What follows belongs to an exercise in optimizing a design on an open flow for small area, a short achievable clock period and few clock cycles; a production flow would make more cautious choices. In this exercise RTL edits were held to simulation tests only and were not proved equivalent to the original. Power and IR drop assume default switching activity.

### flow/config.mk
export PLATFORM = sky130hd
export DESIGN_NAME = gfd
export DESIGN_NICKNAME = gfd
export VERILOG_FILES = /design/flow/design.v
export SDC_FILE = /design/flow/constraint.sdc
export NUM_CORES = 8
export LEC_CHECK = 0
export ABC_AREA = 0
export CAP_MARGIN = 60
export CORE_MARGIN = 2
export CORE_UTILIZATION = 35
export CTS_CLUSTER_DIAMETER = 80
export CTS_CLUSTER_SIZE = 20
export PLACE_DENSITY = 0.65
export SETUP_SLACK_MARGIN = 5
export SLEW_MARGIN = 60
export SYNTH_HIERARCHICAL = 1
export TNS_END_PERCENT = 5
### flow/constraint.sdc
create_clock -name core_clock -period 12.0 [get_ports {clk}]
set_input_delay 2.4000 -clock core_clock [delete_from_list [all_inputs] [get_ports {clk}]]
set_output_delay 2.4000 -clock core_clock [all_outputs]
set_load 0.01 [all_outputs]
### flow/design.v
module gfd (
    input  wire        clk,
    input  wire        rst,
    input  wire        cmd_valid,
    output wire        cmd_ready,
    input  wire [15:0] cmd,
    input  wire        h_req,
    input  wire        h_we,
    input  wire [9:0]  h_addr,
    input  wire [7:0]  h_wdata,
    output reg  [7:0]  h_rdata,
    output wire        h_ready,
    output wire        busy,
    output wire        fault
);
    localparam [3:0] OP_SHLC    = 4'h1;
    localparam [3:0] OP_DOUBLE  = 4'h2;
    localparam [3:0] OP_XORINTO = 4'h3;
    localparam [3:0] OP_XORTO   = 4'h4;
    localparam [3:0] OP_XORR    = 4'h5;
    localparam [3:0] OP_SETLEN  = 4'h6;
    localparam [1:0] CAUSE_ILLEGAL = 2'd1;
    localparam [1:0] CAUSE_SIZE    = 2'd2;
    localparam [1:0] CAUSE_LENGTH  = 2'd3;
    reg [4095:0] cells;           
    reg [31:0]   lens_q;          
    reg          carry_q;
    reg          fault_q;
    reg [1:0]    cause_q;
    reg          busy_q;
    reg          shift_q;         
    reg          dbl_q;           
    reg          shlc_q;          
    reg          pass_q;          
    reg          xq_q;            
    reg          ph_q;            
    reg          ser_q;           
    reg          cpy_q;           
    reg          first_q;         
    reg [1:0]    rd_q;
    reg [1:0]    rp_q;            
    reg [1:0]    rq_q;            
    reg [7:0]    n_q;             
    reg [1:0]    c_q;             
    reg          cin_q;           
    reg [6:0]    off_q;           
    reg [6:0]    j_q;             
    reg [6:0]    w_q;             
    assign cmd_ready = ~busy_q;
    assign h_ready   = ~busy_q;
    assign busy      = busy_q;
    assign fault     = fault_q;
    wire issue   = cmd_valid && !busy_q && !rst;
    wire host_we = h_req && h_we && !busy_q && !rst && !h_addr[9];
    wire [3:0] c_op = cmd[15:12];
    wire [1:0] c_rd = cmd[11:10];
    wire [1:0] c_ra = cmd[9:8];
    wire [1:0] c_rb = cmd[7:6];
    wire [7:0] c_imm = cmd[7:0];
    wire [7:0] len_rd = lens_q[{c_rd, 3'b000} +: 8];
    wire [7:0] len_ra = lens_q[{c_ra, 3'b000} +: 8];
    wire [7:0] len_rb = lens_q[{c_rb, 3'b000} +: 8];
    wire [7:0] c_off  = len_ra - len_rb;
    reg        c_legal;
    reg [1:0]  c_cause;
    always @(*) begin
        c_legal  = 1'b0;
        c_cause  = 2'd0;
        case (c_op)
            OP_SHLC: begin
                c_legal = (cmd[7:0] == 8'd0);
                if (len_rd != len_ra) c_cause = CAUSE_LENGTH;
            end
            OP_DOUBLE: begin
                c_legal = (cmd[7:0] == 8'd0);
                if (!(len_ra == 8'd8 || len_ra == 8'd16 || len_ra == 8'd32 ||
                      len_ra == 8'd64 || len_ra == 8'd128))
                    c_cause = CAUSE_SIZE;
            end
            OP_XORINTO: begin
                c_legal = (cmd[7:0] == 8'd0);
                if (len_rd < len_ra) c_cause = CAUSE_LENGTH;
            end
            OP_XORTO: begin
                c_legal = (cmd[5:0] == 6'd0);
                if (len_rd < len_rb || len_ra < len_rb) c_cause = CAUSE_LENGTH;
            end
            OP_XORR: begin
                c_legal = (cmd[5:0] == 6'd0);
                if (len_ra < len_rb) c_cause = CAUSE_LENGTH;
            end
            OP_SETLEN: begin
                c_legal = (cmd[9:8] == 2'd0) && (c_imm <= 8'd128);
            end
            default: c_legal = 1'b0;
        endcase
        if (!c_legal) c_cause = CAUSE_ILLEGAL;
    end
    wire [7:0] c_n     = (c_op == OP_XORTO) ? len_rb : len_ra;
    wire       c_ser   = (c_op == OP_XORR) && (c_off != 8'd0) && (len_rb != 8'd0);
    wire [7:0] c_nm1   = c_n - 8'd1;
    wire [7:0] c_offm1 = off_q - 7'd1;
    wire       c_xor   = (c_op == OP_XORINTO) || (c_op == OP_XORTO) ||
                         (c_op == OP_XORR && c_off == 8'd0);
    wire       c_zero  = (c_op == OP_XORINTO) ? (c_rd == c_ra) :
                         (c_op == OP_XORTO || c_op == OP_XORR) ? (c_ra == c_rb) : 1'b0;
    wire       run   = busy_q && !rst;
    wire [1:0] p_reg = ph_q ? rq_q : rp_q;
    wire [1:0] p_ch  = ser_q ? (ph_q ? w_q[6:5] : j_q[6:5]) : c_q;
    wire [1:0] wr_ch = ser_q ? w_q[6:5] : c_q;
    wire [15:0] p_rsel = busy_q ? (16'd1 << {p_reg, p_ch}) : 16'd0;
    wire [127:0] p_sel;
    wire [255:0] port_p;
    reg  [255:0] t_q;
    always @(posedge clk) begin
        if (ph_q)
            t_q <= port_p;
    end
    wire [255:0] port_t = t_q & {256{run && xq_q}};
    genvar g, k, c;
    generate
        for (g = 0; g < 8; g = g + 1) begin : g_pdec
            gfd_pdec u_pd (.a(h_addr[8:5]), .idle(~busy_q), .rs(p_rsel), .ps(p_sel[16*g +: 16]));
        end
        for (g = 0; g < 32; g = g + 1) begin : g_port
            wire [127:0] b;
            for (k = 0; k < 4; k = k + 1) begin : g_k
                for (c = 0; c < 4; c = c + 1) begin : g_c
                    assign b[(4*k + c)*8 +: 8] = cells[(128*k + 32*c + g)*8 +: 8];
                end
            end
            gfd_sel16 u_p (.b(b), .s(p_sel[16*(g/4) +: 16]), .y(port_p[g*8 +: 8]));
        end
    endgenerate
    wire [31:0] h_lane = h_addr[9] ? 32'd0 : (32'd1 << h_addr[4:0]);
    wire [31:0] j_lane = 32'd1 << j_q[4:0];
    wire [31:0] w_lane = 32'd1 << w_q[4:0];
    wire [7:0]  ser_byte;
    wire [31:0] host_grp_n;                        
    wire [31:0] ser_grp;
    generate
        for (g = 0; g < 4; g = g + 1) begin : g_bsel
            gfd_bsel8n u_hsel (.v(port_p[64*g +: 64]), .oh(h_lane[8*g +: 8]), .yn(host_grp_n[8*g +: 8]));
            gfd_bsel8 u_ssel (.v(port_p[64*g +: 64]), .oh(j_lane[8*g +: 8]), .y(ser_grp[8*g +: 8]));
        end
    endgenerate
    assign ser_byte  = ser_grp[7:0] | ser_grp[15:8] | ser_grp[23:16] | ser_grp[31:24];
    wire [3:0] msb_b0 = {cells[3*1024 + 7], cells[2*1024 + 7], cells[1024 + 7], cells[7]};
    wire       top    = msb_b0[rp_q];
    wire [7:0]  rem = n_q - {1'b0, c_q, 5'd0};    
    wire [32:0] therm;                             
    generate
        for (g = 0; g <= 32; g = g + 1) begin : g_therm
            assign therm[g] = (g < rem);
        end
    endgenerate
    wire last_j = (j_q == 7'd0);
    wire sh_e   = run && shift_q;
    wire pass_e = run && pass_q;
    wire ser_e  = run && ser_q && !ph_q;
    wire hw_e   = !busy_q && !rst;
    wire poly_e = run && dbl_q && first_q && top;
    wire [255:0] src;
    wire [31:0]  lmask;
    generate
        for (g = 0; g < 32; g = g + 1) begin : g_lane
            wire cin = (g < 31) ? (port_p[(g+1)*8 + 7] & therm[g+1]) : (cin_q & therm[32]);
            reg  [7:0] poly;
            always @(*) begin
                poly = 8'h00;
                if (poly_e) begin
                    case (n_q)
                        8'd8:   if (g == 7)  poly = 8'h1B;
                        8'd16:  if (g == 15) poly = 8'h87;
                        8'd32:  if (g == 31) poly = 8'h25; else if (g == 30) poly = 8'h04;
                        8'd64:  if (g == 31) poly = 8'h25; else if (g == 30) poly = 8'h01;
                        8'd128: if (g == 31) poly = 8'h43; else if (g == 29) poly = 8'h08;
                        default: poly = 8'h00;
                    endcase
                end
            end
            localparam HASPOLY = (g == 7 || g == 15 || g == 29 || g == 30 || g == 31) ? 1 : 0;
            gfd_lane #(.HASPOLY(HASPOLY)) u_lane (
                .pb(port_p[g*8 +: 8]), .cin(cin), .qb(port_t[g*8 +: 8]), .sbyte(ser_byte), .sh(sh_e),
                .pass(pass_e), .sw(ser_e & w_lane[g]), .hwd(h_wdata), .hw(hw_e), .poly(poly),
                .src(src[g*8 +: 8]));
            assign lmask[g] = ser_q ? w_lane[g] : therm[g];
        end
    endgenerate
    wire [15:0] rc_en = rst ? 16'hFFFF :
                        busy_q ? (ph_q ? 16'd0 : (16'd1 << {rd_q, wr_ch})) :
                        (host_we ? (16'd1 << h_addr[8:5]) : 16'd0);
    wire [31:0] lane_en = rst ? 32'hFFFF_FFFF : busy_q ? lmask : h_lane;
    generate
        for (k = 0; k < 4; k = k + 1) begin : g_reg
            for (c = 0; c < 4; c = c + 1) begin : g_chunk
                for (g = 0; g < 32; g = g + 1) begin : g_cell
                    wire cell_en = rc_en[4*k + c] && lane_en[g];
                    always @(posedge clk) begin
                        if (cell_en)
                            cells[(128*k + 32*c + g)*8 +: 8] <= src[g*8 +: 8];
                    end
                end
            end
        end
    endgenerate
    always @(posedge clk) begin
        if (rst) begin
            lens_q  <= 32'd0;
            carry_q <= 1'b0;
            fault_q <= 1'b0;
            cause_q <= 2'd0;
            busy_q  <= 1'b0;
            shift_q <= 1'b0;
            dbl_q   <= 1'b0;
            shlc_q  <= 1'b0;
            pass_q  <= 1'b0;
            xq_q    <= 1'b0;
            ph_q    <= 1'b0;
            ser_q   <= 1'b0;
            cpy_q   <= 1'b0;
            first_q <= 1'b0;
            rd_q    <= 2'd0;
            rp_q    <= 2'd0;
            rq_q    <= 2'd0;
            n_q     <= 8'd0;
            c_q     <= 2'd0;
            cin_q   <= 1'b0;
            off_q   <= 7'd0;
            j_q     <= 7'd0;
            w_q     <= 7'd0;
        end else if (busy_q) begin
            if (ph_q) begin
                ph_q <= 1'b0;                        
            end else if (ser_q) begin
                j_q <= j_q - 7'd1;
                w_q <= w_q - 7'd1;
                if (last_j) begin
                    if (cpy_q) begin
                        ser_q  <= 1'b0;
                        pass_q <= 1'b1;
                        xq_q   <= 1'b0;
                        rp_q   <= rq_q;
                        c_q    <= c_offm1[6:5];
                    end else begin
                        busy_q <= 1'b0;
                    end
                end else if (w_q[4:0] == 5'd0) begin
                    ph_q <= 1'b1;                    
                end
            end else begin
                first_q <= 1'b0;
                if (first_q && shlc_q) carry_q <= top;
                cin_q <= port_p[7];
                c_q   <= c_q - 2'd1;
                ph_q  <= xq_q;
                if (c_q == 2'd0) busy_q <= 1'b0;
            end
        end else if (issue && !fault_q) begin
            if (c_cause != 2'd0) begin
                fault_q <= 1'b1;
                cause_q <= c_cause;
            end else if (c_op == OP_SETLEN) begin
                lens_q[{c_rd, 3'b000} +: 8] <= c_imm;
            end else begin
                if (c_op == OP_DOUBLE || c_op == OP_XORR)
                    lens_q[{c_rd, 3'b000} +: 8] <= len_ra;
                rd_q    <= c_rd;
                rp_q    <= c_ra;
                rq_q    <= (c_op == OP_XORINTO) ? c_rd : c_rb;
                shift_q <= (c_op == OP_SHLC) || (c_op == OP_DOUBLE);
                dbl_q   <= (c_op == OP_DOUBLE);
                shlc_q  <= (c_op == OP_SHLC);
                pass_q  <= (c_op != OP_SHLC) && (c_op != OP_DOUBLE) && !c_zero;
                xq_q    <= c_xor && !c_zero;
                ph_q    <= c_xor && !c_zero;
                ser_q   <= 1'b0;
                cpy_q   <= 1'b0;
                first_q <= 1'b1;
                n_q     <= c_n;
                c_q     <= c_nm1[6:5];
                cin_q   <= 1'b0;
                off_q   <= c_off[6:0];
                j_q     <= len_rb[6:0] - 7'd1;
                w_q     <= len_ra[6:0] - 7'd1;
                if (c_ser) begin
                    busy_q <= 1'b1;
                    ser_q  <= 1'b1;
                    cpy_q  <= (c_rd != c_ra);
                    pass_q <= 1'b0;
                    xq_q   <= 1'b1;
                    ph_q   <= 1'b1;
                    rp_q   <= c_rb;
                    rq_q   <= c_ra;
                    n_q    <= c_off;
                end else if (c_n != 8'd0) begin
                    busy_q <= 1'b1;
                end else if (c_op == OP_SHLC) begin
                    carry_q <= 1'b0;
                end
            end
        end
    end
    reg  [7:0] misc;
    wire [7:0] rdata;
    always @(*) begin
        misc = 8'h00;
        if (h_addr == 10'h200)
            misc = {4'b0000, cause_q, carry_q, fault_q};
        else if (h_addr[9:2] == 8'b1000_0001)
            misc = lens_q[{h_addr[1:0], 3'b000} +: 8];
        h_rdata = rdata;
    end
    gfd_rdout u_rdout (.gn(host_grp_n), .misc(misc), .y(rdata));
endmodule
module gfd_pdec (
    input  wire [3:0]  a,
    input  wire        idle,
    input  wire [15:0] rs,
    output wire [15:0] ps
);
    assign ps = rs | ({16{idle}} & (16'd1 << a));
endmodule
module gfd_sel16 (
    input  wire [127:0] b,
    input  wire [15:0]  s,
    output reg  [7:0]   y
);
    integer i;
    always @(*) begin
        y = 8'h00;
        for (i = 0; i < 16; i = i + 1)
            y = y | (b[i*8 +: 8] & {8{s[i]}});
    end
endmodule
module gfd_bsel8 (
    input  wire [63:0] v,
    input  wire [7:0]  oh,
    output reg  [7:0]  y
);
    integer i;
    always @(*) begin
        y = 8'h00;
        for (i = 0; i < 8; i = i + 1)
            y = y | (v[i*8 +: 8] & {8{oh[i]}});
    end
endmodule
module gfd_bsel8n (
    input  wire [63:0] v,
    input  wire [7:0]  oh,
    output wire [7:0]  yn
);
    wire [7:0] y;
    gfd_bsel8 u_sel (.v(v), .oh(oh), .y(y));
    assign yn = ~y;
endmodule
module gfd_rdout (
    input  wire [31:0] gn,
    input  wire [7:0]  misc,
    output wire [7:0]  y
);
    assign y = ~(gn[7:0] & gn[15:8] & gn[23:16] & gn[31:24]) | misc;
endmodule
module gfd_lane #(parameter HASPOLY = 0) (
    input  wire [7:0] pb,
    input  wire       cin,
    input  wire [7:0] qb,
    input  wire [7:0] sbyte,
    input  wire       sh,
    input  wire       pass,
    input  wire       sw,
    input  wire [7:0] hwd,
    input  wire       hw,
    input  wire [7:0] poly,
    output wire [7:0] src
);
    wire [7:0] sb = ({8{sh}} & {pb[6:0], cin}) | ({8{pass}} & pb) | ({8{sw}} & sbyte);
    wire [7:0] xb = qb | ({8{hw}} & hwd) | (HASPOLY ? poly : 8'h00);
    assign src = sb ^ xb;
endmodule
### flow/run.sh
#!/bin/bash
# synth_recipe.tcl (not shown) runs the flow's synth.tcl, then flattens the netlist and writes it again
# the make line also repeats each setting of config.mk as NAME=value (left out here)
make -C /OpenROAD-flow-scripts/flow DESIGN_CONFIG=/design/flow/config.mk WORK_HOME=/design/flow/orfs CLKGATE_MAP_FILE= SYNTH_SCRIPT=/design/flow/synth_recipe.tcl finish
==> results of run 1 <==
-- kinds of logic (layout without fill, tap and decap cells) --
| group | Yosys count | after routing |
|---|---|---|
| flops | 4436 | 4436 |
| compound gates | 3268 | 3270 |
| simple gates | 1727 | 1727 |
| buf+inv | 1025 | 1743 |
| xor+xnor | 274 | 274 |
| mux | 59 | 59 |
| fa+ha+maj | 33 | 33 |
| other cells | 1 | 50 |
-- sequential cells by signal (all words and copies together) (netlist names), 2 cells and up --
register / count
w_q: 7
rq_q: 2
lens_q: 32
c_q: 2
n_q: 8
off_q: 7
cells: 4096
rp_q: 2
cause_q: 2
j_q: 7
rd_q: 2
t_q: 256
-- layout make-up --
type / instances / share of cell area, %
Multi-Input combinational cell: 5387 / 23.7
Sequential cell: 4436 / 62.6
Clock inverter: 41 / 0.263
Antenna cell: 26 / 0.0308
Inverter: 104 / 0.196
Tap cell: 6757 / 4.00
Clock buffer: 291 / 3.32
Timing Repair Buffer: 1307 / 5.91
-- power breakdown --
part / internal (mW) / switching [mW]
clock: 4.29 / 5.09
sequential: 17.8 / 0.214
combinational: 0.903 / 2.32
total: 23.0 / 7.63
-- cell usage in the layout, fill, tap and decap left out, types with 118 or more instances in the layout --
cell	instances
xor2_4	147
nor2_1	118
a22o_1	991
a221oi_1	567
clkbuf_16	280
nor2_2	546
buf_4	771
a221oi_2	427
buf_6	148
and3_1	265
a22oi_1	202
nand4_1	335
edfxtp_1	4352
a222oi_1	256
a21oi_1	291
-- Yosys stat by module (local to each module, per instance), a selection --
module	times used	cell area [µm²]
gfd	1	144000
gfd_rdout	1	100
gfd_bsel8n	4	30.0
gfd_bsel8	8	320
gfd_sel16	32	767
gfd_pdec	8	226
-- metal layers --
layer	global-route usage (%)	wire, µm
met5	0.222	446
met4	11.8	38800
met3	8.77	95500
met2	32.4	259000
met1	30.4	225000
-- repair_timing --
action,in CTS,in global routing
pin swaps,307,50
gates cloned,47,1
setup buffers,507,17
gates resized for setup,730,80
setup endpoints to repair,3933,1079
-- tightest hold or removal path, cell delays in order, from the launching register on --
cell and delay (ps):
dfxtp_1 320, nand2_1 50, a21oi_1 50
-- per-stage QoR --
stage / hold WS [ps] / util [%]
6_report: 465 / 41.3
5_1_grt: 487 / 41.3
4_1_cts: 459 / 41.0
3_5_place_dp: 447 / 37.8
3_3_place_gp: 440 / 36.5
2_1_floorplan: 426 / -
-- how the worst max path moves through the flow --
stage | startpoint | endpoint | slack (ps) | cells past startpoint
floorplan | ph_q | h_rdata[5] | 5000 | 16
global placement | h_addr[7] | h_rdata[6] | 1670 | 13
detailed placement | h_addr[8] | h_rdata[5] | 1980 | 14
CTS | h_addr[5] | h_rdata[6] | 3960 | 16
global route | h_addr[6] | h_rdata[3] | 3820 | 17
finish | h_addr[5] | h_rdata[1] | 3610 | 17
==> impl_metrics.py, run 1 <==
metrics = {
    "placement": {
        "dp_hpwl_mm": 378,
        "gp_congestion": 0.987,
        "io_buffers": 50,
        "pre_cts_slack_ps": 1980,
        "place_inst": 17400,
        "dpl_cell_area_um2": 194000,
    },
    "critical_path": {
        "crit_path_max_fanout": 10,
        "rr_startpoint": "ph_q",
        "crit_arrival_ps": 5990,
        "worst_setup_path_end_kind": "output pin",
        "slowest_delay_ps": 420,
        "cpMaxStageDelayCell": "or2_4",
        "cp_top_family": "simple AND/OR/NAND/NOR gates",
        "crit_type": "in2out",
        "crit_required_ps": 9600,
        "rrSetupSlack_ps": 4900,
        "timing.rr.end": "cells[1032]",
        "ff2ff_path_depth": 21,
        "crit_top_cell": "buf_16",
        "crit_buf_inv": 8,
        "crit_path_start_kind": "input port",
        "path_cells": "buf_16 -> buf_16 -> buf_12 -> buf_16 -> nand2_8 -> o21bai_4 -> buf_12 -> buf_16 -> a22o_1 -> a221oi_2 -> nand4_1 -> a22oi_1 -> nand4_1 -> inv_2 -> nand4_1 -> or2_4 -> buf_6",
    },
    "logic_synthesis": {
        "synth_area_um2": 179000,
        "yosysTopAreaCellShare_pct": 72.8,
        "yosys.area.top_type": "edfxtp_1",
        "synth_mux_area_share_pct": 0.559,
        "ys_types": 82,
        "yosysMostFrequentCell": "edfxtp_1",
        "synth-edff-count": 4352,
        "synth-simple-area-share_pct": 4.94,
        "async_flop_share_pct": 0,
        "netlist_top_cells_count": "edfxtp_1 (4352), a22o_1 (993), a221oi_1 (879), nor2_1 (720), clkbuf_1 (404)",
        "yosys_most_used_dff": "edfxtp_1",
        "seq_area_frac_synth_pct": 73.8,
        "syn_avg_cell_area_um2": 16.6,
        "synthAdderAreaFrac_pct": 0.238,
        "ys_ff_latch": 4436,
        "synth_warnings": 9,
        "synthXorXnorAreaFrac_pct": 1.34,
        "synth_top_family_by_area": "compound AO/OA/AOI/OAI gates",
        "synth_compound_area_share_pct": 15.7,
        "synthCells": 10800,
        "synthTopCellsByArea": "edfxtp_1 (73%), a22o_1 (4.8%), a221oi_1 (4.3%)",
    },
    "final_layout": {
        "area_growth_pct": 17.8,
        "multiInputGateArea_um2": 50100,
        "area.sequential_um2": 132000,
        "final_area_um2": 211000,
        "fin_cells": 18300,
        "fill_cells": 44900,
        "drive_gt1_share_pct": 27.6,
        "finalNetCount": 11600,
    },
    "power": {
        "power_density_nw_per_um2": 145,
        "power.total_mw": 30.7,
        "peakVddDrop_uv": 135,
        "leakagePower_nw": 68.0,
    },
    "timing": {
        "tns_ps": 0,
        "hold_viol_final": 0,
        "setup_viol": 0,
        "skew_ps": 85.8,
        "min_period_ps": 8390,
        "finalMaxSlewViolations": 0,
        "tightestPinTransition_ps": 721,
        "clock.fmax_ghz": 0.119,
        "grt_setup_unrepaired": "yes",
        "fin_crit_sh_pct": 69.9,
        "relSlewSlack_pct": 51.9,
        "setup_ws_ps": 3610,
    },
    "clocking": {
        "path_clk_slew_ps": 80,
        "clock_sinks": 4436,
        "htree_num_levels": 5,
        "cts_buffers": 268,
        "cts_tree": "yes",
        "cts_root_buf": "clkbuf_16",
        "clkLatencyLatePin_ps": 1000,
        "clockBufferDepth": 4,
        "cts-hold-fix-buffers": 0,
    },
    "hold_path": {
        "min_from": "off_q[2]",
        "whs_path_depth": 2,
        "min_delay_worst_endpoint": "off_q[2]",
        "hp-class": "reg2reg",
    },
    "grt": {
        "grtUsageTotal_pct": 22.9,
        "grt_pass1_vias": 111000,
        "grt_pass1_wl_mm": 858,
        "grt_start_max_net_pins": 80,
        "overflow": 0,
        "antenna_found_initial": 38,
    },
    "floorplan": {
        "num_io_pins": 51,
        "rows": 263,
        "fp.dieH_um": 720,
        "core_um2": 512000,
        "initial_core_util_pct": 35.1,
        "die_area_um2": 519000,
        "fp.dieW_um": 720,
    },
    "detailed_routing": {
        "postRouteAntennaNets": 0,
        "drc_errors": 0,
        "wire_per_inst_um": 33.7,
        "routed_wl_mm": 619,
        "vias": 118000,
        "drt_iter0_markers": 22000,
        "drt-vias-per-instance": 6.42,
        "drt_pre_antenna_iters": 15,
    },
    "flow_run": {
        "max-cap-violations": 0,
    },
    "outcome": {
        "outcome": "complete, no violations",
    },
}
Testbench counts, summed over its fixed seeds: cycles 57,500.
==> run 2: changes to the inputs <==
--- a/flow/config.mk
+++ b/flow/config.mk
@@ -8,3 +8,3 @@
 export ABC_AREA = 0
-export CAP_MARGIN = 60
+export CAP_MARGIN = 40
 export CORE_MARGIN = 2
@@ -15,3 +15,3 @@
 export SETUP_SLACK_MARGIN = 5
-export SLEW_MARGIN = 60
+export SLEW_MARGIN = 40
 export SYNTH_HIERARCHICAL = 1
==> run 2 against run 1 <==
Against the previous run: still clean on timing, DRC and antenna; critical path depth down 1; synthesized cell count unchanged; die area unchanged; cell count down 1.2%; critical path type unchanged.
==> impl_metrics.py, run 2 <==
metrics = {
    "critical_path": {
        "path_cells": "bufbuf_16 -> buf_16 -> nand3b_1 -> buf_6 -> o21bai_4 -> buf_12 -> a22o_4 -> a221oi_4 -> nand4_1 -> buf_6 -> a22oi_2 -> nand4_1 -> inv_1 -> nand4_1 -> or2_4 -> buf_6",
        "cp.depth": 16,
        "crit_path_max_fanout": 10,
        "crit_required_ps": 9600,
        "worst_setup_path_end_kind": "output pin",
        "cpMaxStageDelayCell": "nand4_1",
        "ff2ff_path_depth": 19,
        "crit_arrival_ps": 5990,
        "crit_path_start_kind": "input port",
        "cp_top_family": "buffers and inverters",
        "crit_type": "in2out",
        "slowest_delay_ps": 430,
        "crit_buf_inv": 7,
    },
    "timing": {
        "hold_viol_final": 0,
        "grt_setup_unrepaired": "yes",
        "clock.fmax_ghz": 0.119,
        "skew_ps": 101,
        "setup_viol": 0,
        "min_period_ps": 8390,
        "relSlewSlack_pct": 30.8,
        "finalMaxSlewViolations": 0,
        "fin_crit_sh_pct": 69.9,
        "tns_ps": 0,
        "tightestPinTransition_ps": 1040,
    },
    "logic_synthesis": {
        "synth_mux_area_share_pct": 0.559,
        "synth_area_um2": 179000,
        "yosysTopAreaCellShare_pct": 72.8,
        "synthXorXnorAreaFrac_pct": 1.34,
        "async_flop_share_pct": 0,
        "synthAdderAreaFrac_pct": 0.238,
        "synth_warnings": 9,
        "synthCells": 10800,
        "synth_top_family_by_area": "compound AO/OA/AOI/OAI gates",
        "synth-simple-area-share_pct": 4.94,
        "ys_ff_latch": 4436,
        "synth-edff-count": 4352,
        "synthTopCellsByArea": "edfxtp_1 (73%), a22o_1 (4.8%), a221oi_1 (4.3%)",
        "netlist_top_cells_count": "edfxtp_1 (4352), a22o_1 (993), a221oi_1 (879), nor2_1 (720), clkbuf_1 (404)",
        "yosys.area.top_type": "edfxtp_1",
        "ys_types": 82,
        "syn_avg_cell_area_um2": 16.6,
        "synth_compound_area_share_pct": 15.7,
        "yosysMostFrequentCell": "edfxtp_1",
        "seq_area_frac_synth_pct": 73.8,
        "yosys_most_used_dff": "edfxtp_1",
    },
    "final_layout": {
        "reg.largest.list": "cells (4096), t_q (256), lens_q (32)",
        "layout_common_cells": "edfxtp_1 (4352), a22o_1 (992), buf_4 (825)",
        "area_growth_pct": 14.8,
        "fill_cells": 45500,
        "layout_commonest_cell": "edfxtp_1",
        "finalNetCount": 11300,
        "drive_gt1_share_pct": 22.6,
        "final_util_pct": 40.2,
        "final_area_um2": 206000,
        "largest_register": "cells",
        "largest_reg_flops": 4096,
    },
    "placement": {
        "io_buffers": 50,
        "dp_hpwl_mm": 369,
        "gp_congestion": 0.987,
        "dpl_cell_area_um2": 188000,
    },
    "clocking": {
        "clock_sinks": 4436,
        "clockBufferDepth": 4,
        "htree_num_levels": 5,
        "clkLatencyLatePin_ps": 1020,
        "cts_buffers": 268,
        "cts_root_buf": "clkbuf_16",
        "cts_tree": "yes",
        "path_clk_slew_ps": 90,
    },
    "detailed_routing": {
        "vias": 117000,
        "routed_wl_mm": 616,
        "top_layer_used": "met5",
        "drt-vias-per-instance": 6.45,
        "drt_iter0_markers": 22600,
        "drc_errors": 0,
        "postRouteAntennaNets": 0,
        "wire_per_inst_um": 34.0,
        "wl_met3_mm": 97.2,
        "wl_met2_mm": 257,
        "wl_met1_mm": 223,
        "drt_pre_antenna_iters": 17,
    },
    "power": {
        "clockPowerShare_pct": 30.7,
        "peakVddDrop_uv": 112,
        "power_switching_share_pct": 24.7,
        "share_seq_of_total_power_pct": 59.1,
        "combPwrFrac_pct": 10.1,
        "leakagePower_nw": 66.7,
        "switching_power_mw": 7.54,
        "power.total_mw": 30.5,
        "power_density_nw_per_um2": 148,
        "internal-power_mw": 23.0,
    },
    "floorplan": {
        "core_um2": 512000,
        "initial_core_util_pct": 35.1,
        "die_area_um2": 519000,
        "fp.dieH_um": 720,
        "rows": 263,
        "num_io_pins": 51,
        "fp.dieW_um": 720,
    },
    "hold_path": {
        "whs_path_depth": 2,
        "hp-class": "reg2reg",
    },
    "grt": {
        "overflow": 0,
        "grtUsageTotal_pct": 22.7,
        "grt_start_max_net_pins": 132,
        "grt_pass1_wl_mm": 849,
        "antenna_found_initial": 56,
        "grt_pass1_vias": 108000,
    },
    "outcome": {
        "outcome": "complete, no violations",
    },
    "flow_run": {
        "max-cap-violations": 0,
    },
}
## run 2: changes by cell type in the layout (fill, tap and decap cells not counted), sizes merged, moves of 6 or more
| cell | before | now |
|---|---|---|
| buf | 1246 | 1020 |
| bufbuf | 17 | 10 |
| clkdlybuf4s15 | 9 | 0 |
| clkdlybuf4s50 | 16 | 24 |
| diode | 26 | 44 |
| inv | 121 | 115 |
| o21bai | 72 | 79 |
## run 2: what timing repair did
item / CTS / global route
endpoints found under the setup margin: 4098 / 2374
gates resized for setup: 656 / 82
cloned: 35 / 1
endpoints found under the hold margin: 0 / 0
pin swaps: 302 / 69
buffers inserted: 525 / 34
hold buffers: 0 / 0
## run 2: kinds of logic (layout without fill, tap and decap cells)
group,Yosys count,in the layout
mux,59,59
flops,4436,4436
compound gates,3268,3282
buf+inv,1025,1494
simple gates,1727,1727
other cells,1,68
xor+xnor,274,274
fa+ha+maj,33,33
## run 2: final cells by class
cell class                 count  area [µm²]  area share (%)
antenna                       44         110          0.0534
clock buffer                 295        7120            3.45
clock inverter                33         503           0.244
inverter                     104         413           0.200
multi-input combinational   5399       47100            22.9
sequential                  4436      132000            64.3
tap                         6757        8450            4.10
timing repair buffer        1062        9970            4.84
## run 2: worst register-to-register path, cell delays in order, from the launching register on
cell and delay, ps:
dfxtp_1 310, buf_4 220, nor2_1 290, a21oi_1 120, nand2_1 360, nor2_4 230, buf_4 220, o21bai_4 270
buf_6 250, a22o_1 270, a221oi_2 190, nand4_1 240, buf_4 210, buf_4 140, a22oi_1 350, nand4_1 550
or4_4 1010, buf_4 460, a222oi_1 620, xor2_2 770
## run 2: per-stage QoR
step	setup slack (ps)	std cells	hold slack (ps)
after floorplan	5000	10800	426
after global placement	1670	17100	440
after detailed placement	1780	17100	442
after CTS	3910	18000	453
after global routing	3720	18100	487
final	3610	18100	456
## run 2: power groups by stage
stage          clock network (mW)  registers, mW  logic (mW)
6_report                     9.39           18.1        3.09
5_1_grt                      9.93           18.1        3.09
4_1_cts                      9.43           18.1        2.86
3_5_place_dp                    0           18.4        2.32
3_3_place_gp                    0           18.4        2.27
2_1_floorplan                   0           18.3        1.13
## run 2: final timing paths
path,from,endpoint,slack (ps)
max,h_addr[6],h_rdata[5],3610
min,off_q[3],off_q[3],460
max reg2reg,ser_q,cells[3494],4610
min reg2reg,off_q[3],off_q[3],460
## run 2: modules after synthesis (local to each module, per instance), excerpt
module,times used,cells inside
gfd_bsel8n,4,8
gfd_bsel8,8,48
gfd_sel16,32,88
gfd_rdout,1,16
gfd_pdec,8,30
gfd,1,6471
## run 2: routing by layer
metal / global-route usage, % / up-vias
met5: 0 / -
met4: 11.5 / 40
met3: 8.90 / 1823
met2: 31.9 / 9441
met1: 30.2 / 59600
li1: - / 46100
==> run 3: changes to the inputs <==
--- a/flow/config.mk
+++ b/flow/config.mk
@@ -11,4 +11,4 @@
 export CORE_UTILIZATION = 35
-export CTS_CLUSTER_DIAMETER = 80
-export CTS_CLUSTER_SIZE = 20
+export CTS_CLUSTER_DIAMETER = 90
+export CTS_CLUSTER_SIZE = 24
 export PLACE_DENSITY = 0.65
==> run 3 against run 2 <==
Against the previous run: still clean; sequential cell count stayed put; combinational power is 1% higher; cell count hardly changed; synthesized cell count stayed put; sequential power hardly changed; via count is 0.23% higher; highest routed layer unchanged; fmax is 0.62% higher.
==> impl_metrics.py, run 3 <==
metrics = {
    "outcome": {
        "outcome": "complete, no violations",
    },
    "detailed_routing": {
        "drt-vias-per-instance": 6.47,
        "drt_pre_antenna_iters": 15,
        "wire_per_inst_um": 34.0,
        "routed_wl_mm": 616,
        "vias": 117000,
        "drc_errors": 0,
        "drt_iter0_markers": 23200,
        "postRouteAntennaNets": 0,
    },
    "timing": {
        "timing.hold.ws_ps": 457,
        "min_period_ps": 8340,
        "grt_setup_unrepaired": "yes",
        "fin_crit_sh_pct": 69.5,
        "tightestPinTransition_ps": 1040,
        "finalMaxSlewViolations": 0,
        "skew_ps": 145,
        "relSlewSlack_pct": 30.3,
        "tns_ps": 0,
        "clock.fmax_ghz": 0.120,
        "hold_viol_final": 0,
        "setup_viol": 0,
    },
    "clocking": {
        "path_clk_slew_ps": 90,
        "cts_root_buf": "clkbuf_16",
        "cts-hold-fix-buffers": 0,
        "clockBufferDepth": 4,
        "cts_tree": "yes",
        "cts_buffers": 214,
        "clock_sinks": 4436,
        "htree_num_levels": 4,
        "clkLatencyLatePin_ps": 1070,
    },
    "floorplan": {
        "fp.dieH_um": 720,
        "initial_core_util_pct": 35.1,
        "fp.dieW_um": 720,
        "num_io_pins": 51,
        "rows": 263,
        "die_area_um2": 519000,
        "core_um2": 512000,
    },
    "logic_synthesis": {
        "seq_area_frac_synth_pct": 73.8,
        "synth_area_um2": 179000,
        "yosysTopAreaCellShare_pct": 72.8,
        "yosysMostFrequentCell": "edfxtp_1",
        "synth-edff-count": 4352,
        "yosys.area.top_type": "edfxtp_1",
        "syn_avg_cell_area_um2": 16.6,
        "async_flop_share_pct": 0,
        "synthTopCellsByArea": "edfxtp_1 (73%), a22o_1 (4.8%), a221oi_1 (4.3%)",
        "synth_warnings": 9,
        "yosys_most_used_dff": "edfxtp_1",
        "synthCells": 10800,
        "ys_types": 82,
        "netlist_top_cells_count": "edfxtp_1 (4352), a22o_1 (993), a221oi_1 (879), nor2_1 (720), clkbuf_1 (404)",
        "ys_ff_latch": 4436,
    },
    "grt": {
        "use_met3_pct": 8.13,
        "grtUsageTotal_pct": 22.5,
        "use_met1_pct": 30.5,
        "grt_pass1_vias": 108000,
        "grt_start_max_net_pins": 132,
        "grt-busiest-layer": "met2",
        "grt_use_met2_pct": 31.9,
        "antenna_found_initial": 59,
        "overflow": 0,
        "grt_pass1_wl_mm": 844,
    },
    "final_layout": {
        "fill_cells": 45600,
        "area_growth_pct": 14.6,
        "area.sequential_um2": 132000,
        "final_area_um2": 206000,
        "largest_register": "cells",
        "largest_reg_flops": 4096,
        "layout_common_cells": "edfxtp_1 (4352), a22o_1 (989), buf_4 (854)",
        "finalNetCount": 11300,
        "layout_commonest_cell": "edfxtp_1",
        "multiInputGateArea_um2": 47500,
        "reg.largest.list": "cells (4096), t_q (256), lens_q (32)",
        "drive_gt1_share_pct": 23.0,
    },
    "power": {
        "power_density_nw_per_um2": 143,
        "leakagePower_nw": 66.4,
        "power.total_mw": 29.4,
        "peakVddDrop_uv": 129,
    },
    "hold_path": {
        "hp-class": "reg2reg",
        "min_from": "off_q[3]",
    },
    "critical_path": {
        "crit_path_start_kind": "input port",
        "crit_start": "h_addr[8]",
        "worst_setup_path_end_kind": "output pin",
        "crit_type": "in2out",
        "crit_required_ps": 9600,
        "crit_arrival_ps": 5940,
        "rr_startpoint": "ph_q",
        "crit_path_max_fanout": 7,
    },
    "placement": {
        "io_buffers": 50,
        "gp_congestion": 0.987,
        "dpl_cell_area_um2": 188000,
        "dp_hpwl_mm": 369,
    },
    "flow_run": {
        "max-cap-violations": 0,
    },
}
## run 3: cell types whose count changed in the layout (fill, tap and decap cells not counted), sizes merged
cell	change
clkinv	-1
bufinv	+3
buf	+54
a31o	+1
clkinvlp	-1
a21o	-2
inv	-1
clkbuf	-54
a41o	-1
bufbuf	-2
## run 3: layer usage
layer | part of all wire (%) | wire length [µm] | vias to the layer above
met5 | 0.030 | 186 | -
met3 | 16 | 96500 | 1818
met4 | 6.0 | 37100 | 32
met2 | 42 | 258000 | 9718
li1 | - | - | 46000
met1 | 36 | 224000 | 59600
## run 3: logic make-up (layout without fill, tap and decap cells)
logic type	after synthesis	in the layout	synth area share [%]
AOI/OAI and AO/OA	3268	3280	15.7
xor gates and xnor gates	274	274	1.34
adders and majority gates	33	33	0.238
buffers and inverters	1025	1492	3.49
DFF	4436	4436	73.8
muxes	59	59	0.559
other	1	68	0.00209
and+or+nand+nor	1727	1727	4.94
## run 3: through the flow
step                cells  setup WS, ps  utilization [%]
floorplan           10800          5000                -
global placement    17100          1670             36.5
detailed placement  17100          1780             36.8
CTS                 18000          3950             39.7
global route        18100          3770             40.1
finish              18100          3660             40.2
## run 3: layout make-up
class                           count  share of cell area, %
Sequential cell                  4436                   64.4
Multi-Input combinational cell   5397                   23.1
Timing Repair Buffer             1122                   5.23
Tap cell                         6757                   4.11
Clock buffer                      233                   2.65
Clock inverter                     33                  0.270
Inverter                          104                  0.201
Antenna cell                       44                 0.0535
## run 3: path summary, 6_finish.rpt
check / endpoint / slack [ps] / cells after the start
worst max-delay path: h_rdata[5] / 3660 / 15
worst min-delay path: off_q[3] / 460 / 2
worst max register to register: cells[1032] / 4620 / 19
worst min register to register: off_q[3] / 460 / 2
## run 3: per-module statistics from Yosys (local to each module, per instance), a selection
module      flip-flops and latches  copies in the design  cells
gfd_bsel8                        0                     8     48
gfd                           4436                     1   6471
gfd_bsel8n                       0                     4      8
gfd_sel16                        0                    32     88
gfd_rdout                        0                     1     16
gfd_pdec                         0                     8     30
## run 3: worst max-delay path: stages
cell and delay, ps:
buf_16 170, buf_16 200, clkinvlp_4 160, a31o_4 310, buf_12 160, a22o_1 210
a221oi_2 210, nand4_1 180, buf_6 200, a22oi_2 360, nand4_1 440, inv_1 230
nand4_1 150, or2_4 360, buf_6 150
## run 3: power by group
part           internal (mW)  switching, mW
sequential              17.8          0.217
clock                   3.39           4.86
combinational          0.852           2.28
## run 3: what timing repair did
action / CTS / global route
pin swaps: 303 / 97
gates resized for setup: 695 / 160
setup buffers: 537 / 70
cloned: 32 / 11
endpoints found under the setup margin: 4068 / 1879
==> run 4: changes to the inputs <==
--- a/flow/design.v
+++ b/flow/design.v
@@ -137,12 +137,11 @@
     wire [31:0] w_lane = 32'd1 << w_q[4:0];
+    wire [31:0] b_lane = busy_q ? j_lane : h_lane;
     wire [7:0]  ser_byte;
     wire [31:0] host_grp_n;                        
-    wire [31:0] ser_grp;
     generate
         for (g = 0; g < 4; g = g + 1) begin : g_bsel
-            gfd_bsel8n u_hsel (.v(port_p[64*g +: 64]), .oh(h_lane[8*g +: 8]), .yn(host_grp_n[8*g +: 8]));
-            gfd_bsel8 u_ssel (.v(port_p[64*g +: 64]), .oh(j_lane[8*g +: 8]), .y(ser_grp[8*g +: 8]));
+            gfd_bsel8n u_hsel (.v(port_p[64*g +: 64]), .oh(b_lane[8*g +: 8]), .yn(host_grp_n[8*g +: 8]));
         end
     endgenerate
-    assign ser_byte  = ser_grp[7:0] | ser_grp[15:8] | ser_grp[23:16] | ser_grp[31:24];
+    assign ser_byte = ~(host_grp_n[7:0] & host_grp_n[15:8] & host_grp_n[23:16] & host_grp_n[31:24]);
     wire [3:0] msb_b0 = {cells[3*1024 + 7], cells[2*1024 + 7], cells[1024 + 7], cells[7]};
--- a/flow/config.mk
+++ b/flow/config.mk
@@ -11,4 +11,4 @@
 export CORE_UTILIZATION = 35
-export CTS_CLUSTER_DIAMETER = 90
-export CTS_CLUSTER_SIZE = 24
+export CTS_CLUSTER_DIAMETER = 80
+export CTS_CLUSTER_SIZE = 20
 export PLACE_DENSITY = 0.65
==> run 4 against run 3 <==
Against the previous run: utilization decreased by 0.58 points; cell count fell by 2.4%; power grew 1.9%; cell area is 2.1% lower; fmax is 4.1% lower; combinational power is 17% lower; worst setup slack got worse by 360 ps; sequential share of layout area rose by 1.4 points; synthesized area down 0.60%; hold slack got worse by 7.7 ps; critical path depth grew 4; critical endpoint is now h_rdata[1]; largest cell class unchanged; largest power group unchanged.
==> impl_metrics.py, run 4 <==
metrics = {
    "outcome": {
        "outcome": "complete, no violations",
    },
    "logic_synthesis": {
        "synthTopCellsByArea": "edfxtp_1 (73%), a22o_1 (5.0%), a221oi_1 (4.3%)",
        "yosys.area.top_type": "edfxtp_1",
        "async_flop_share_pct": 0,
        "yosys_most_used_dff": "edfxtp_1",
        "synth-edff-count": 4352,
        "yosysMostFrequentCell": "edfxtp_1",
        "ys_types": 95,
        "ys_ff_latch": 4436,
        "synth_area_um2": 178000,
        "syn_avg_cell_area_um2": 16.8,
        "seq_area_frac_synth_pct": 74.2,
        "synth_warnings": 9,
        "yosysTopAreaCellShare_pct": 73.3,
        "netlist_top_cells_count": "edfxtp_1 (4352), a22o_1 (1016), a221oi_1 (879), nor2_1 (670), clkbuf_1 (387)",
        "synthCells": 10600,
    },
    "detailed_routing": {
        "postRouteAntennaNets": 0,
        "drc_errors": 0,
        "routed_wl_mm": 583,
        "drt-vias-per-instance": 6.31,
        "wire_per_inst_um": 33.0,
        "drt_iter0_markers": 18700,
        "vias": 112000,
        "drt_pre_antenna_iters": 15,
    },
    "grt": {
        "overflow": 0,
        "grt_start_max_net_pins": 137,
        "grt_pass1_wl_mm": 813,
        "antenna_found_initial": 44,
        "grtUsageTotal_pct": 21.6,
        "grt_pass1_vias": 106000,
    },
    "power": {
        "switching_power_mw": 7.19,
        "leakagePower_nw": 64.0,
        "clockPowerShare_pct": 30.9,
        "peakVddDrop_uv": 146,
        "combPwrFrac_pct": 8.6,
        "internal-power_mw": 22.8,
        "power_density_nw_per_um2": 149,
        "power_switching_share_pct": 24.0,
        "share_seq_of_total_power_pct": 60.5,
    },
    "timing": {
        "min_period_ps": 8700,
        "clock.fmax_ghz": 0.115,
        "finalMaxSlewViolations": 0,
        "setup_viol": 0,
        "timing.hold.ws_ps": 449,
        "tns_ps": 0,
        "tightestPinTransition_ps": 1030,
        "hold_viol_final": 0,
        "fin_crit_sh_pct": 72.5,
        "relSlewSlack_pct": 30.8,
        "grt_setup_unrepaired": "yes",
        "skew_ps": 81.8,
    },
    "critical_path": {
        "path_cells": "buf_16 -> buf_16 -> nand3b_1 -> buf_6 -> o21bai_4 -> buf_4 -> buf_12 -> buf_16 -> buf_4 -> a22o_1 -> a221oi_1 -> nand4_1 -> buf_4 -> a22oi_2 -> nand4_1 -> inv_2 -> nand4_1 -> or2_4 -> dlymetal6s2s_1",
        "crit_type": "in2out",
        "worst_setup_path_end_kind": "output pin",
        "crit_required_ps": 9600,
        "crit_arrival_ps": 6300,
        "rr_startpoint": "ser_q",
        "rrSetupSlack_ps": 4910,
        "slowest_delay_ps": 490,
        "ff2ff_path_depth": 19,
        "timing.rr.end": "cells[2425]",
        "crit_path_start_kind": "input port",
        "cpMaxStageDelayCell": "nand4_1",
        "crit_path_max_fanout": 6,
    },
    "final_layout": {
        "fill_cells": 45400,
        "area_growth_pct": 12.8,
        "layout_commonest_cell": "edfxtp_1",
        "layout_common_cells": "edfxtp_1 (4352), a22o_1 (1016), a221oi_1 (672)",
        "finalNetCount": 10900,
        "largest_reg_flops": 4096,
        "reg.largest.list": "cells (4096), t_q (256), lens_q (32)",
        "drive_gt1_share_pct": 19.9,
        "largest_register": "cells",
    },
    "placement": {
        "io_buffers": 50,
        "dp_hpwl_mm": 367,
        "gp_congestion": 1.01,
    },
    "clocking": {
        "htree_num_levels": 5,
        "path_clk_slew_ps": 90,
        "cts_buffers": 266,
        "clkLatencyLatePin_ps": 980,
        "clockBufferDepth": 4,
        "clock_sinks": 4436,
        "cts_tree": "yes",
        "cts_root_buf": "clkbuf_16",
    },
    "floorplan": {
        "die_area_um2": 515000,
        "num_io_pins": 51,
        "fp.dieW_um": 718,
        "fp.dieH_um": 718,
        "core_um2": 508000,
        "rows": 262,
        "initial_core_util_pct": 35.1,
    },
    "hold_path": {
        "min_from": "off_q[4]",
        "hp-class": "reg2reg",
        "min_delay_worst_endpoint": "off_q[4]",
        "whs_path_depth": 2,
    },
    "flow_run": {
        "max-cap-violations": 0,
    },
}
[run 4: cell types whose count changed after synthesis, moves of 20 or more]
cell       delta
a22o_1       +23
a22oi_1     -127
buf_1        -20
nand3_1      +26
nand4_1      -22
nor2_1       -50
o2bb2ai_1    -24
[run 4: worst max-delay path: cells and delay by family]
family	cells	cell delay [ps]
AO/OA/AOI/OAI	4	830
buffers and inverters	10	1700
AND/OR/NAND/NOR	5	1330
[run 4: timing repair]
action                      CTS  global route
resized for setup           343            69
buffers inserted            282            22
hold buffers                  0             0
pin swaps                   218            47
hold endpoints to repair      0             0
setup endpoints to repair  3649           333
gates cloned                 20             1
[run 4: cell families (layout without fill, tap and decap cells)]
group           Yosys count  in the layout  share of synthesized area, %
other cells               1             66                       0.00210
simple gates           1687           1687                          4.85
compound gates         3157           3167                          15.3
xor+xnor                269            269                          1.32
flops                  4436           4436                          74.2
buf+inv                 994           1236                          3.47
fa+ha+maj                33             33                         0.240
mux                      62             62                         0.581
[run 4: area by class of cell]
cell class / count / area, µm² / share of cell area, %
timing repair buffer: 806 / 7310 / 3.63
tap: 6732 / 8420 / 4.18
multi-input combinational: 5242 / 45300 / 22.5
antenna: 42 / 105 / 0.0522
inverter: 100 / 377 / 0.187
clock buffer: 297 / 6960 / 3.46
sequential: 4436 / 132000 / 65.8
clock inverter: 33 / 462 / 0.229
[run 4: layer usage]
| metal | track usage (%) | vias up | wire length (µm) |
|---|---|---|---|
| li1 | - | 44800 | - |
| met1 | 28.3 | 57200 | 212000 |
| met2 | 32.2 | 7952 | 256000 |
| met3 | 6.63 | 1648 | 78000 |
| met4 | 11.6 | 34 | 37100 |
| met5 | 0 | - | 244 |
[run 4: per-module statistics from Yosys, one instance, submodules excluded, a selection]
module	copies in the design	cells inside	flip-flops and latches
gfd	1	6479	4436
gfd_bsel8	4	48	0
gfd_bsel8n	4	8	0
gfd_pdec	8	30	0
gfd_rdout	1	16	0
gfd_sel16	32	88	0
[run 4: power groups by stage]
| stage | registers (mW) | logic (mW) | clock network, mW |
|---|---|---|---|
| after floorplan | 18.4 | 1.12 | 0 |
| after global placement | 18.5 | 2.14 | 0 |
| after detailed placement | 18.5 | 2.20 | 0 |
| after CTS | 18.1 | 2.46 | 9.34 |
| after global routing | 18.2 | 2.63 | 9.85 |
| final | 18.1 | 2.59 | 9.27 |
[run 4: worst max path at each step]
stage | from | end | slack [ps] | depth (start not counted)
floorplan | ph_q | h_rdata[4] | 4960 | 16
global placement | h_addr[5] | h_rdata[0] | 1660 | 14
detailed placement | h_addr[5] | h_rdata[0] | 1660 | 14
CTS | h_addr[5] | h_rdata[6] | 3380 | 12
global route | h_addr[7] | h_rdata[4] | 3380 | 16
finish | h_addr[7] | h_rdata[1] | 3300 | 19
[run 4: through the flow]
step / setup WS (ps) / cells / utilization (%) / instance area (µm²) / power [mW]
final: 3300 / 17700 / 39.6 / 201000 / 30.0
after global routing: 3380 / 17700 / 39.6 / 201000 / 30.7
after CTS: 3380 / 17600 / 39.4 / 200000 / 29.9
after detailed placement: 1660 / 17000 / 37.1 / 188000 / 20.7
after global placement: 1660 / 17000 / 36.7 / 187000 / 20.6
after floorplan: 4960 / 10700 / - / 179000 / 19.5
Testbench counts of run 4, summed over its fixed seeds: cycles 57,500.
==> run 5: changes to the inputs <==
--- a/flow/config.mk
+++ b/flow/config.mk
@@ -8,3 +8,3 @@
 export ABC_AREA = 0
-export CAP_MARGIN = 40
+export CAP_MARGIN = 60
 export CORE_MARGIN = 2
@@ -15,3 +15,3 @@
 export SETUP_SLACK_MARGIN = 5
-export SLEW_MARGIN = 40
+export SLEW_MARGIN = 60
 export SYNTH_HIERARCHICAL = 1
==> run 5 against run 4 <==
Against the previous run: still clean on timing, DRC and antenna; hold slack is essentially flat; cell count grew 3.0%; sequential power is essentially flat; power grew 1.1%; non-clock buffer count grew 548; cell area grew 4.8%; combinational power grew 14%; utilization grew 1.9 points; die area is the same; synthesized area is the same; largest power group unchanged.
==> impl_metrics.py, run 5 <==
metrics = {
    "outcome": {
        "outcome": "complete, no violations",
    },
    "critical_path": {
        "worst_setup_path_end_kind": "output pin",
        "slowest_delay_ps": 390,
        "crit_top_cell": "buf_6",
        "cpMaxStageDelayCell": "a22oi_2",
        "crit_path_max_fanout": 14,
        "cp_top_family": "buffers and inverters",
        "crit_buf_inv": 9,
        "crit_required_ps": 9600,
        "path_cells": "buf_16 -> buf_16 -> nand3b_1 -> buf_6 -> o21bai_4 -> buf_8 -> buf_12 -> buf_6 -> a22o_1 -> a221oi_2 -> nand4_1 -> a22oi_2 -> nand4_1 -> inv_2 -> nand4_1 -> buf_6 -> buf_6",
        "crit_path_start_kind": "input port",
        "crit_type": "in2out",
        "crit_arrival_ps": 6030,
    },
    "logic_synthesis": {
        "yosysMostFrequentCell": "edfxtp_1",
        "yosys.area.top_type": "edfxtp_1",
        "synth_area_um2": 178000,
        "synthTopCellsByArea": "edfxtp_1 (73%), a22o_1 (5.0%), a221oi_1 (4.3%)",
        "synthCells": 10600,
        "synth_warnings": 9,
        "seq_area_frac_synth_pct": 74.2,
        "yosys_most_used_dff": "edfxtp_1",
        "async_flop_share_pct": 0,
        "netlist_top_cells_count": "edfxtp_1 (4352), a22o_1 (1016), a221oi_1 (879), nor2_1 (670), clkbuf_1 (387)",
        "syn_avg_cell_area_um2": 16.8,
        "ys_ff_latch": 4436,
        "ys_types": 95,
        "yosysTopAreaCellShare_pct": 73.3,
        "synth-edff-count": 4352,
    },
    "timing": {
        "fin_crit_sh_pct": 70.2,
        "min_period_ps": 8430,
        "tns_ps": 0,
        "clock.fmax_ghz": 0.119,
        "tightestPinTransition_ps": 851,
        "finalMaxSlewViolations": 0,
        "relSlewSlack_pct": 43.2,
        "hold_viol_final": 0,
        "grt_setup_unrepaired": "yes",
        "setup_viol": 0,
        "skew_ps": 96.2,
    },
    "power": {
        "share_seq_of_total_power_pct": 59.9,
        "combPwrFrac_pct": 9.7,
        "clockPowerShare_pct": 30.5,
        "leakagePower_nw": 67.2,
        "power_switching_share_pct": 24.3,
        "power_density_nw_per_um2": 144,
        "peakVddDrop_uv": 138,
        "switching_power_mw": 7.36,
        "internal-power_mw": 23.0,
    },
    "final_layout": {
        "layout_commonest_cell": "edfxtp_1",
        "area.sequential_um2": 132000,
        "reg.largest.list": "cells (4096), t_q (256), lens_q (32)",
        "finalNetCount": 11500,
        "drive_gt1_share_pct": 27.8,
        "multiInputGateArea_um2": 49600,
        "largest_register": "cells",
        "largest_reg_flops": 4096,
        "area_growth_pct": 18.3,
        "layout_common_cells": "edfxtp_1 (4352), a22o_1 (1011), buf_4 (769)",
        "final_util_pct": 41.5,
        "fill_cells": 44200,
    },
    "clocking": {
        "cts-hold-fix-buffers": 0,
        "clkLatencyLatePin_ps": 1050,
        "cts_root_buf": "clkbuf_16",
        "htree_num_levels": 5,
        "cts_buffers": 267,
        "clock_sinks": 4436,
        "clockBufferDepth": 4,
        "path_clk_slew_ps": 90,
        "cts_tree": "yes",
    },
    "floorplan": {
        "fp.dieH_um": 718,
        "fp.dieW_um": 718,
        "die_area_um2": 515000,
        "initial_core_util_pct": 35.1,
        "core_um2": 508000,
        "rows": 262,
        "num_io_pins": 51,
    },
    "detailed_routing": {
        "wire_per_inst_um": 32.9,
        "drt_pre_antenna_iters": 14,
        "drt_iter0_markers": 19000,
        "postRouteAntennaNets": 0,
        "drc_errors": 0,
        "vias": 115000,
        "routed_wl_mm": 599,
        "drt-vias-per-instance": 6.31,
    },
    "grt": {
        "grtUsageTotal_pct": 21.9,
        "use_met1_pct": 28.2,
        "antenna_found_initial": 40,
        "overflow": 0,
        "use_met3_pct": 7.00,
        "grt_pass1_wl_mm": 825,
        "grt_use_met2_pct": 32.7,
        "grt_pass1_vias": 108000,
        "grt_start_max_net_pins": 95,
        "grt-busiest-layer": "met2",
    },
    "placement": {
        "gp_congestion": 1.01,
        "dp_hpwl_mm": 377,
        "io_buffers": 50,
    },
    "flow_run": {
        "max-cap-violations": 0,
    },
    "hold_path": {
        "hp-class": "reg2reg",
    },
}
run 5: cell counts after synthesis:
Identical to the previous run, type by type.
run 5: metal layers:
layer / vias up / share of wire (%) / wire length [µm]
met5: - / 0.031 / 185
met4: 24 / 7.0 / 41800
met1: 58700 / 36 / 214000
met2: 8368 / 44 / 261000
met3: 1872 / 14 / 82000
li1: 46000 / - / -
run 5: modules after synthesis (local to each module, per instance), excerpt:
module	cell area (µm²)	flip-flops and latches	cells inside	copies in the design
gfd	144000	4436	6479	1
gfd_sel16	767	0	88	32
gfd_bsel8n	30.0	0	8	4
gfd_pdec	226	0	30	8
gfd_rdout	100	0	16	1
gfd_bsel8	320	0	48	4
run 5: timing repair:
| action | CTS | global route |
|---|---|---|
| resized for setup | 492 | 267 |
| pin swaps | 270 | 127 |
| setup buffers | 416 | 131 |
| cloned | 21 | 15 |
| setup endpoints to repair | 2193 | 520 |
run 5: kinds of logic after synthesis:
group,synth area share (%)
XOR/XNOR,1.32
AO/OA/AOI/OAI,15.3
multiplexers,0.581
flip-flops,74.2
buffers and inverters,3.47
AND/OR/NAND/NOR,4.85
other,0.00210
adder cells (fa/ha/maj),0.240
run 5: stage by stage:
stage	setup WS [ps]	instance area [µm²]	power [mW]	cells	hold slack [ps]
finish	3570	211000	30.3	18200	449
global route	3670	211000	31.0	18200	470
CTS	3840	207000	30.1	18000	451
detailed placement	2100	194000	20.8	17300	439
global placement	1660	187000	20.6	17000	435
floorplan	4960	179000	19.5	10700	426
run 5: path summary, 6_finish.rpt:
kind	from	endpoint	slack, ps	cells past startpoint
worst max-delay path	h_addr[7]	h_rdata[6]	3570	17
worst min-delay path	off_q[4]	off_q[4]	450	2
worst max register to register	ph_q	cells[3857]	4230	42
worst min register to register	off_q[4]	off_q[4]	450	2
run 5: worst register-to-register path: cells and delay by family (launching register included):
kind / cells / cell delay, ps
XOR/XNOR: 1 / 260
AND/OR/NAND/NOR: 5 / 1200
multiplexers: 1 / 320
flip-flops: 1 / 540
buffers and inverters: 29 / 3490
AO/OA/AOI/OAI: 6 / 1730
run 5: power groups by stage:
stage / logic (mW) / clock network [mW] / registers, mW
2_1_floorplan: 1.12 / 0 / 18.4
3_3_place_gp: 2.14 / 0 / 18.5
3_5_place_dp: 2.33 / 0 / 18.5
4_1_cts: 2.71 / 9.29 / 18.1
5_1_grt: 2.97 / 9.79 / 18.2
6_report: 2.94 / 9.23 / 18.2
run 5: layout make-up:
cell class / instances / share of cell area (%)
inverters: 100 / 0.180
clock buffers: 294 / 3.31
repair buffers: 1354 / 6.05
diodes: 30 / 0.0356
flip-flops and latches: 4436 / 62.7
multi-input cells: 5238 / 23.5
well taps: 6732 / 3.99
clock inverters: 36 / 0.195
==> run 6: changes to the inputs <==
--- a/flow/config.mk
+++ b/flow/config.mk
@@ -8,10 +8,10 @@
 export ABC_AREA = 0
-export CAP_MARGIN = 60
+export CAP_MARGIN = 40
 export CORE_MARGIN = 2
 export CORE_UTILIZATION = 35
-export CTS_CLUSTER_DIAMETER = 80
-export CTS_CLUSTER_SIZE = 20
+export CTS_CLUSTER_DIAMETER = 90
+export CTS_CLUSTER_SIZE = 24
 export PLACE_DENSITY = 0.65
 export SETUP_SLACK_MARGIN = 5
-export SLEW_MARGIN = 60
+export SLEW_MARGIN = 40
 export SYNTH_HIERARCHICAL = 1
==> run 6 against run 5 <==
Against the previous run: still clean on timing, DRC and antenna; fmax shrank 2.1%; sequential power is essentially flat; power shrank 4.2%; critical endpoint is now h_rdata[2]; largest cell class unchanged; largest power group unchanged.
==> impl_metrics.py, run 6 <==
metrics = {
    "outcome": {
        "outcome": "complete, no violations",
    },
    "critical_path": {
        "crit_type": "in2out",
        "timing.rr.end": "cells[3057]",
        "cp.depth": 16,
        "crit_required_ps": 9600,
        "ff2ff_path_depth": 19,
        "rr_startpoint": "ser_q",
        "slowest_delay_ps": 560,
        "crit_path_start_kind": "input port",
        "worst_setup_path_end_kind": "output pin",
        "crit_path_max_fanout": 9,
        "crit_arrival_ps": 6210,
        "rrSetupSlack_ps": 4930,
        "crit_buf_inv": 7,
        "path_cells": "buf_16 -> buf_16 -> nand3b_1 -> buf_4 -> o21bai_4 -> buf_12 -> buf_4 -> a22o_1 -> a221oi_2 -> nand4_1 -> a22oi_1 -> nand4_1 -> inv_2 -> nand4_1 -> or2_4 -> buf_6",
        "cpMaxStageDelayCell": "nand4_1",
        "crit_top_cell": "nand4_1",
        "cp_top_family": "simple AND/OR/NAND/NOR gates",
    },
    "clocking": {
        "cts_root_buf": "clkbuf_16",
        "htree_num_levels": 4,
        "cts_tree": "yes",
        "clkLatencyLatePin_ps": 1030,
        "path_clk_slew_ps": 100,
        "clock_sinks": 4436,
        "clockBufferDepth": 4,
        "cts_buffers": 214,
    },
    "detailed_routing": {
        "top_layer_used": "met5",
        "drt_pre_antenna_iters": 12,
        "drt-vias-per-instance": 6.35,
        "drt_iter0_markers": 19500,
        "wl_met3_mm": 77.7,
        "routed_wl_mm": 587,
        "postRouteAntennaNets": 0,
        "drc_errors": 0,
        "wl_met1_mm": 214,
        "vias": 112000,
        "wire_per_inst_um": 33.3,
        "wl_met2_mm": 257,
    },
    "hold_path": {
        "whs_path_depth": 2,
        "hp-class": "reg2reg",
        "min_delay_worst_endpoint": "off_q[4]",
        "min_from": "off_q[4]",
    },
    "timing": {
        "grt_setup_unrepaired": "yes",
        "hold_viol_final": 0,
        "min_period_ps": 8610,
        "tns_ps": 0,
        "skew_ps": 102,
        "clock.fmax_ghz": 0.116,
        "fin_crit_sh_pct": 71.7,
        "tightestPinTransition_ps": 1190,
        "relSlewSlack_pct": 20.3,
        "finalMaxSlewViolations": 0,
        "setup_viol": 0,
    },
    "logic_synthesis": {
        "netlist_top_cells_count": "edfxtp_1 (4352), a22o_1 (1016), a221oi_1 (879), nor2_1 (670), clkbuf_1 (387)",
        "yosysTopAreaCellShare_pct": 73.3,
        "synth_warnings": 9,
        "syn_avg_cell_area_um2": 16.8,
        "async_flop_share_pct": 0,
        "ys_ff_latch": 4436,
        "synth-edff-count": 4352,
        "yosys_most_used_dff": "edfxtp_1",
        "yosysMostFrequentCell": "edfxtp_1",
        "ys_types": 95,
        "synthTopCellsByArea": "edfxtp_1 (73%), a22o_1 (5.0%), a221oi_1 (4.3%)",
        "synthCells": 10600,
        "synth_area_um2": 178000,
        "seq_area_frac_synth_pct": 74.2,
        "yosys.area.top_type": "edfxtp_1",
    },
    "placement": {
        "gp_congestion": 1.01,
        "dpl_cell_area_um2": 188000,
        "io_buffers": 50,
        "dp_hpwl_mm": 367,
    },
    "power": {
        "internal-power_mw": 22.0,
        "combPwrFrac_pct": 9.0,
        "peakVddDrop_uv": 148,
        "clockPowerShare_pct": 28.6,
        "switching_power_mw": 7.04,
        "power.total_mw": 29.0,
        "leakagePower_nw": 63.3,
        "share_seq_of_total_power_pct": 62.5,
        "power_density_nw_per_um2": 145,
        "power_switching_share_pct": 24.2,
    },
    "final_layout": {
        "largest_register": "cells",
        "largest_reg_flops": 4096,
        "layout_commonest_cell": "edfxtp_1",
        "final_util_pct": 39.4,
        "drive_gt1_share_pct": 19.3,
        "layout_common_cells": "edfxtp_1 (4352), a22o_1 (1014), a221oi_1 (699)",
        "area_growth_pct": 12.2,
        "reg.largest.list": "cells (4096), t_q (256), lens_q (32)",
        "final_area_um2": 200000,
        "finalNetCount": 10900,
    },
    "grt": {
        "grt_pass1_vias": 105000,
        "grt_pass1_wl_mm": 812,
        "grt_start_max_net_pins": 137,
        "grtUsageTotal_pct": 21.6,
        "overflow": 0,
        "antenna_found_initial": 51,
    },
    "floorplan": {
        "core_um2": 508000,
        "initial_core_util_pct": 35.1,
        "die_area_um2": 515000,
        "num_io_pins": 51,
        "fp.dieH_um": 718,
        "fp.dieW_um": 718,
        "rows": 262,
    },
    "flow_run": {
        "max-cap-violations": 0,
    },
}
[run 6: changes by cell type in the layout (fill, tap and decap cells not counted), sizes merged, moves of 2 or more]
cell / previous run / this run
o21bai: 77 / 86
diode: 30 / 46
buf: 1292 / 774
inv: 115 / 111
bufbuf: 5 / 8
clkbuf: 326 / 267
a41o: 10 / 8
clkdlybuf4s15: 4 / 1
clkinvlp: 3 / 1
bufinv: 0 / 4
clkinv: 18 / 10
clkdlybuf4s50: 18 / 21
dlygate4sd2: 2 / 4
[run 6: power by group through the flow]
stage / clock network (mW) / registers (mW) / logic, mW
after global routing: 8.83 / 18.2 / 2.63
after detailed placement: 0 / 18.5 / 2.20
final: 8.30 / 18.1 / 2.60
after floorplan: 0 / 18.4 / 1.12
after global placement: 0 / 18.5 / 2.14
after CTS: 8.34 / 18.1 / 2.45
[run 6: worst max path at each step]
stage | startpoint | endpoint | slack (ps)
2_1_floorplan | ph_q | h_rdata[4] | 4960
3_3_place_gp | h_addr[5] | h_rdata[0] | 1660
3_5_place_dp | h_addr[5] | h_rdata[0] | 1660
4_1_cts | h_addr[7] | h_rdata[6] | 3440
5_1_grt | h_addr[6] | h_rdata[2] | 3490
6_report | h_addr[7] | h_rdata[2] | 3390
[run 6: metrics by stage]
| stage | hold slack, ps | setup WS, ps | std cells |
|---|---|---|---|
| after floorplan | 426 | 4960 | 10700 |
| after global placement | 435 | 1660 | 17000 |
| after detailed placement | 440 | 1660 | 17000 |
| after CTS | 453 | 3440 | 17600 |
| after global routing | 478 | 3490 | 17600 |
| final | 453 | 3390 | 17700 |
[run 6: final cells by class]
type | count | area (µm²)
antenna | 46 | 115
fill | 45500 | 308000
clock inverter | 26 | 480
clock buffer | 260 | 5590
inverter | 100 | 380
sequential | 4436 | 132000
tap | 6732 | 8420
multi-input combinational | 5244 | 45200
timing repair buffer | 815 | 7550
[run 6: tightest hold or removal path: stages, from the launching register on]
cell	delay, ps
dfxtp_1	320
nand2_1	50
a21oi_1	50
[run 6: timing repair]
| action | CTS | global route |
|---|---|---|
| resized for setup | 366 | 49 |
| pin swaps | 206 | 55 |
| buffers inserted | 272 | 41 |
| endpoints found under the setup margin | 3605 | 334 |
| hold buffers | 0 | 0 |
| cloned | 21 | 3 |
[run 6: cell families after synthesis]
group / count (synthesis) / synth area share (%)
other cells: 1 / 0.00210
mux: 62 / 0.581
simple gates: 1687 / 4.85
xor+xnor: 269 / 1.32
flops: 4436 / 74.2
buf+inv: 994 / 3.47
compound gates: 3157 / 15.3
fa+ha+maj: 33 / 0.240
[run 6: Yosys stat by module, one instance, submodules excluded, excerpt]
module	cells	copies in the design
gfd_bsel8n	8	4
gfd_rdout	16	1
gfd_sel16	88	32
gfd_bsel8	48	4
gfd	6479	1
gfd_pdec	30	8
[run 6: routing by layer]
metal	vias up	global-route usage, %
met5	-	0
met2	8300	32.0
met3	1654	6.56
met1	57300	28.4
met4	46	12.1
li1	44700	-

[static timing again, ports no longer ideal]
The results above use ideal ports. As a check the final layouts listed here were re-extracted and re-timed, cells and wires unchanged. Step 1, drivers: a clkbuf_16 drives clk and a buf_2 each remaining input, both assumed. Step 2 adds t to the input delays and takes it off the output delays; t is the mean of the earliest and latest rising clock arrival at the registers after step 1. Input paths then give back, and output paths get back, about the clock's delay inside the block. Three values: ideal, step 1, step 2; two values: the first two.
run | shift t [ns] | setup WS [ns] | clock arrival spread, ns | cell pins on the clock port's net
run 1 | 1.079 | 3.612 / 3.258 / 3.258 | 0.086 / 0.086 | 1
run 2 | 1.073 | 3.610 / 3.335 / 3.011 | 0.103 / 0.103 | 1
run 3 | 1.107 | 3.661 / 3.349 / 2.977 | 0.145 / 0.145 | 1
run 4 | 1.065 | 3.305 / 2.942 / 2.942 | 0.082 / 0.082 | 1
run 5 | 1.103 | 3.571 / 3.106 / 2.546 | 0.097 / 0.096 | 1
run 6 | 1.108 | 3.390 / 2.966 / 2.966 | 0.102 / 0.103 | 1
After both steps every run listed still meets setup and hold. For run 5, which loses most, drivers alone change the setup slack by -0.465 ns; drivers and shift together by -1.025 ns.
